Background: an optimization exercise with open tools, aiming at small area, a short achievable clock period and few clock cycles. Do not read the settings as production practice.
Function was checked by simulation only, so behaviour that the tests miss may differ from the original.

$ cat flow/config.mk
export PLATFORM = sky130hd
export DESIGN_NAME = idealvm_alu
export DESIGN_NICKNAME = idealvm_alu
export VERILOG_FILES = /design/flow/design.v
export SDC_FILE = /design/flow/constraint.sdc
export NUM_CORES = 4
export LEC_CHECK = 0
export CAP_MARGIN = 20
export CORE_MARGIN = 2
export CORE_UTILIZATION = 30
export PLACE_DENSITY = 0.5
export SETUP_SLACK_MARGIN = 0.3
export SLEW_MARGIN = 20
$ cat flow/constraint.sdc
create_clock -name core_clock -period 10.5 [get_ports {clk}]
set_input_delay 2.1000 -clock core_clock [delete_from_list [all_inputs] [get_ports {clk}]]
set_output_delay 2.1000 -clock core_clock [all_outputs]
set_load 0.01 [all_outputs]
$ cat flow/design.v
module idealvm_alu (
    input  wire        clk,
    input  wire        rst,         
    input  wire        start,
    input  wire [3:0]  op,          
    input  wire [63:0] a,           
    input  wire [63:0] b,           
    input  wire [15:0] imm,         
    input  wire [3:0]  flags_in,    
    output wire        ready,
    output wire        done,
    output reg  [63:0] result,      
    output reg  [63:0] rem,         
    output reg         rem_we,
    output reg  [3:0]  flags_out,
    output reg         fault
);
    localparam OP_AND  = 4'd0;
    localparam OP_OR   = 4'd1;
    localparam OP_XOR  = 4'd2;
    localparam OP_SHL  = 4'd3;
    localparam OP_SHR  = 4'd4;
    localparam OP_ADD  = 4'd5;
    localparam OP_SUB  = 4'd6;
    localparam OP_MUL  = 4'd7;
    localparam OP_SMUL = 4'd8;
    localparam OP_DIV  = 4'd9;
    localparam OP_SDIV = 4'd10;
    localparam OP_SSHR = 4'd11;
    localparam S_IDLE = 3'd0;
    localparam S_MUL  = 3'd1;
    localparam S_DIV  = 3'd2;
    localparam S_SIGN = 3'd3;
    localparam S_FIN  = 3'd4;
    reg  [2:0]  state;
    reg  [5:0]  count;
    reg  [1:0]  cv;           
    reg  [63:0] opa;          
    reg  [63:0] opb;          
    reg  [63:0] acc;          
    reg         neg_q;
    reg         neg_r;
    assign ready = (state == S_IDLE) || (state == S_FIN);
    assign done  = (state == S_FIN);
    wire accept = start && ready;
    wire [63:0] o1 = a;
    wire [63:0] o2 = b + {{48{imm[15]}}, imm};
    wire [5:0]  sh = o2[5:0];
    wire [63:0] sum  = o1 + o2;
    wire [63:0] diff = o1 - o2;
    reg  [63:0] simple_res;
    always @(*) begin
        case (op)
            OP_AND:  simple_res = o1 & o2;
            OP_OR:   simple_res = o1 | o2;
            OP_XOR:  simple_res = o1 ^ o2;
            OP_SHL:  simple_res = o1 << sh;
            OP_SHR:  simple_res = o1 >> sh;
            OP_ADD:  simple_res = sum;
            OP_SUB:  simple_res = diff;
            OP_SSHR: simple_res = $signed(o1) >>> sh;
            default: simple_res = 64'd0;
        endcase
    end
    wire add_c = sum < o1;
    wire add_v = (o1[63] == o2[63]) && (sum[63] != o1[63]);
    wire sub_c = o2 > o1;
    wire sub_v = (o1[63] != o2[63]) && (diff[63] != o1[63]);
    reg new_c, new_v;
    always @(*) begin
        new_c = flags_in[0];
        new_v = flags_in[1];
        if (op == OP_ADD) begin
            new_c = new_c | add_c;
            new_v = new_v | add_v;
        end else if (op == OP_SUB) begin
            new_c = new_c | sub_c;
            new_v = new_v | sub_v;
        end
    end
    wire is_mul = (op == OP_MUL) || (op == OP_SMUL);
    wire is_div = (op == OP_DIV) || (op == OP_SDIV);
    wire is_sdiv = (op == OP_SDIV);
    wire [63:0] abs_o1 = (is_sdiv && o1[63]) ? (~o1 + 64'd1) : o1;
    wire [63:0] abs_o2 = (is_sdiv && o2[63]) ? (~o2 + 64'd1) : o2;
    wire [63:0] mul_next = opb[0] ? (acc + opa) : acc;
    wire [64:0] div_shift = {acc, opa[63]};
    wire [64:0] div_diff  = div_shift - {1'b0, opb};
    wire        div_ge    = !div_diff[64];
    wire [63:0] div_rem   = div_ge ? div_diff[63:0] : div_shift[63:0];
    wire [63:0] div_quo   = {opa[62:0], div_ge};
    wire [63:0] q_fixed = neg_q ? (~opa + 64'd1) : opa;
    wire [63:0] r_fixed = neg_r ? (~acc + 64'd1) : acc;
    always @(posedge clk) begin
        if (rst) begin
            state <= S_IDLE;
        end else begin
            case (state)
                S_IDLE, S_FIN: begin
                    if (accept) begin
                        cv     <= flags_in[1:0];
                        count  <= 6'd0;
                        fault  <= 1'b0;
                        rem_we <= 1'b0;
                        if (is_mul) begin
                            opa   <= o1;
                            opb   <= o2;
                            acc   <= 64'd0;
                            state <= S_MUL;
                        end else if (is_div) begin
                            if (o2 == 64'd0) begin
                                fault <= 1'b1;
                                state <= S_FIN;
                            end else begin
                                opa   <= abs_o1;
                                opb   <= abs_o2;
                                acc   <= 64'd0;
                                neg_q <= is_sdiv && (o1[63] ^ o2[63]);
                                neg_r <= is_sdiv && o1[63];
                                state <= S_DIV;
                            end
                        end else begin
                            result    <= simple_res;
                            flags_out <= {simple_res[63], simple_res == 64'd0, new_v, new_c};
                            state     <= S_FIN;
                        end
                    end else begin
                        state <= S_IDLE;
                    end
                end
                S_MUL: begin
                    acc   <= mul_next;
                    opa   <= {opa[62:0], 1'b0};
                    opb   <= {1'b0, opb[63:1]};
                    count <= count + 6'd1;
                    if (count == 6'd63) begin
                        result    <= mul_next;
                        flags_out <= {mul_next[63], mul_next == 64'd0, cv};
                        state     <= S_FIN;
                    end
                end
                S_DIV: begin
                    acc   <= div_rem;
                    opa   <= div_quo;
                    count <= count + 6'd1;
                    if (count == 6'd63)
                        state <= S_SIGN;
                end
                S_SIGN: begin
                    result    <= q_fixed;
                    rem       <= r_fixed;
                    rem_we    <= 1'b1;
                    flags_out <= {q_fixed[63], q_fixed == 64'd0, cv};
                    state     <= S_FIN;
                end
                default: state <= S_IDLE;
            endcase
        end
    end
endmodule
$ cat flow/run.sh
#!/bin/bash
# synth_recipe.tcl (not shown) runs the flow's synth.tcl, then flattens the netlist and writes it again
# the make line also repeats each setting of config.mk as NAME=value (left out here)
make -C /OpenROAD-flow-scripts/flow DESIGN_CONFIG=/design/flow/config.mk WORK_HOME=/design/flow/orfs CLKGATE_MAP_FILE= SYNTH_SCRIPT=/design/flow/synth_recipe.tcl finish
==> results.txt <==
## cells by family (layout without fill, tap and decap cells)
kind of cell	Yosys count	in the layout
buf+inv	815	1464
simple gates	2248	2248
compound gates	2428	2428
fa+ha+maj	423	423
xor+xnor	489	489
other cells	0	14
mux	339	339
flops	338	338
## Yosys cell counts (all sizes together), types with 145 or more instances
library cell / n / area share
nor2: 723 / 0.051
a21oi: 693 / 0.065
nand2: 633 / 0.044
o21ai: 578 / 0.054
ha: 418 / 0.098
clkbuf: 388 / 0.027
xnor2: 347 / 0.057
inv: 346 / 0.024
edfxtp: 335 / 0.19
mux2i: 176 / 0.033
nand3: 174 / 0.016
a21o: 145 / 0.020
## path summary, 6_finish.rpt
check / to / slack (ps) / depth (start not counted)
hold reg to reg: flags_out[1]$_DFFE_PP_ / 540 / 2
setup reg to reg: acc[27]$_DFFE_PP_ / 2820 / 22
setup / recovery: flags_out[2]$_DFFE_PP_ / 500 / 31
hold / removal: flags_out[1]$_DFFE_PP_ / 540 / 2
## area by class of cell
cell class	count	area, um^2	share of cell area
Clock inverter	22	295	0.00452
Inverter	355	1340	0.0205
Timing Repair Buffer	1047	8840	0.135
Clock buffer	40	916	0.0140
Multi-Input combinational cell	5927	40800	0.625
Sequential cell	338	10100	0.155
Antenna cell	14	35.0	0.000536
Tap cell	2355	2950	0.0451
## state kept, by name (all words and copies together) (netlist names)
name	count
acc	64
fault	1
count	6
flags_out	4
neg_r	1
cv	2
rem_we	1
result	63
rem	64
state	3
neg_q	1
opa	64
opb	64
## timing repair
action / CTS / global route
setup endpoints to repair: 2 / 2
pin swaps: 0 / 3
cloned: 0 / 0
resized for setup: 4 / 27
## critical path, delay by kind of cell
family / cells / cell delay (ps)
AOI/OAI and AO/OA: 6 / 1720
and+or+nand+nor: 14 / 3810
xor gates and xnor gates: 1 / 380
adders and majority gates: 3 / 1030
buffers and inverters: 7 / 1390
## metrics by stage
stage,setup slack [ps],instances,setup TNS (ps),util
floorplan,942,7080,0,-
global placement,-628,10000,-1360,0.359
detailed placement,-638,10000,-1400,0.359
CTS,148,10100,0,0.366
global route,287,10100,0,0.367
finish,496,10100,0,0.367
## routing by layer
layer	vias up	global-route usage	wire, um
li1	27800	-	-
met1	30100	0.432	128000
met2	3233	0.517	137000
met3	583	0.0556	28200
met4	20	0.151	17000
met5	-	0	127
## report_power, final
part	total, mW	internal (mW)	switching [mW]
combinational	6.34	2.38	3.96
sequential	1.66	1.59	0.0665
clock	1.38	0.785	0.594
total	9.38	4.76	4.62
==> results.py <==
metrics = {
    "logic_synthesis": {
        "syn_area_per_cell_um2": 7.57,
        "synth_seq_cells": 338,
        "synth-edff-count": 335,
        "syn_inst": 7080,
        "syn-num-nets": 7658,
        "ys.flop_type": "edfxtp_1",
        "synth_compound_area_frac": 0.290,
        "synth-seq-area-share": 0.189,
        "synth_top_family_by_area": "compound AO/OA/AOI/OAI gates",
        "async_reset_ff_frac": 0,
        "yosysWarnings": 1,
        "synth_xor_xnor_area_share": 0.0799,
        "synthMuxAreaShare": 0.0900,
        "ys_types": 90,
        "netlist_area_um2": 53600,
        "synthAdderAreaFrac": 0.0994,
        "synthSimpleGateAreaFrac": 0.195,
    },
    "sta": {
        "finalCritPeriodShare": 0.953,
        "finalMaxSlewViolations": 0,
        "fmax_mhz": 100,
        "setup_viol": 0,
        "fin_hold_ws_ps": 543,
        "final_hold_viol_count": 0,
        "grt_setup_unrepaired": "yes",
        "finalCriticalPeriod_ps": 10000,
        "worst_pin_slew_ps": 1210,
        "skew_ps": 35.0,
        "slew-limit-headroom": 0.191,
    },
    "clock_network": {
        "clkTransAtPathRegs_ps": 70,
        "cts_root_buffer": "clkbuf_16",
        "clock_path_buffers": 3,
        "clock_latency_ps": 580,
        "cts_hold_buf": 0,
        "htreeDepth": 2,
        "post_cts_buffers": 0,
        "numCtsBuffers": 35,
        "cts_tree": "built",
        "cts.sinks": 338,
    },
    "drt": {
        "post_drt_wl_per_cell_um": 30.8,
        "drt_wl_total_mm": 311,
        "vias_per_cell": 6.12,
        "firstDrtPassIters": 7,
        "num_vias": 61800,
        "ant_nets": 0,
        "drc": 0,
        "drt_iter0_drc": 7562,
    },
    "cells_and_area": {
        "layout_common_cells": "buf_4, nor2_1, a21oi_1",
        "syn2layout_area_growth_pct": 21.8,
        "n_fill_cell": 19000,
        "num-nets-final": 8282,
        "postLayoutCellArea_um2": 65300,
        "final_common_cell": "buf_4",
        "drive_gt1_frac": 0.144,
    },
    "power_and_ir_drop": {
        "leakagePower_nw": 25.8,
        "power_density_nw_per_um2": 144,
        "ir_drop_mv": 0.0845,
        "finalPower_mw": 9.38,
    },
    "place": {
        "gp_congestion": 1.05,
        "dpl.hpwl_mm": 255,
        "io_buffers": 288,
        "dpl_cell_area_um2": 63900,
    },
    "worst_setup_path": {
        "startpoint": "b[0]",
        "cp.required_ps": 10940,
        "cpPeakStageDelay_ps": 720,
        "crit_top_cell": "buf_4",
        "endpoint_kind": "flop",
        "worstSetupPathType": "primary input to flop",
        "r2r-start": "opb[0]$_DFFE_PP_",
        "cpMaxStageDelayCell": "or4b_2",
        "startpoint_type": "primary input",
        "crit_arrival_ps": 10450,
        "cp_max_fo": 8,
    },
    "global_route": {
        "grt_pass1_wl_mm": 431,
        "grt_use_total": 0.327,
        "grt_max_degree": 127,
        "grt_antenna_before_repair": 28,
        "grt_overflow": 0,
        "grt_pass1_vias": 58000,
    },
    "floorplan": {
        "core_um2": 178000,
        "std_cell_rows": 155,
        "dieWidth_um": 427,
        "die_area_um2": 182000,
        "io_pins": 291,
        "start_util": 0.301,
        "die_h_um": 427,
    },
    "status": {
        "status": "no timing/DRC/antenna violations",
    },
    "run": {
        "drv_cap": 0,
    },
    "min_path": {
        "min_from": "cv[1]$_DFFE_PP_",
        "hold_class": "flop to flop",
    },
}
Testbench counts, summed over its fixed seeds: cycles 210,531.

-- what the ideal ports hide --
In the flow no input, the clock included, has a driving cell. The finished layout below was timed again as built, in two steps. Step 1 assumes that a clkbuf_16 drives the clock port and a buf_2 every other input. Step 2 times the ports against the registers' clock, not the clock port: input delays grow and output delays shrink by t, the midpoint of the rising clock arrivals with the driver on. Three values: ideal, step 1, step 2; two values: the first two.
t (ns): 0.631
setup WS [ns]: 0.496 / 0.537 / -0.095
worst setup path at the end: input to register
latest minus earliest clock arrival (ns): 0.036 / 0.037
worst data-port slew with drivers (ns): 0.15
With both steps, setup timing fails in this run, where it was met with ideal ports. The setup slack of this run moves by +0.041 ns with the drivers and by -0.591 ns with both steps.
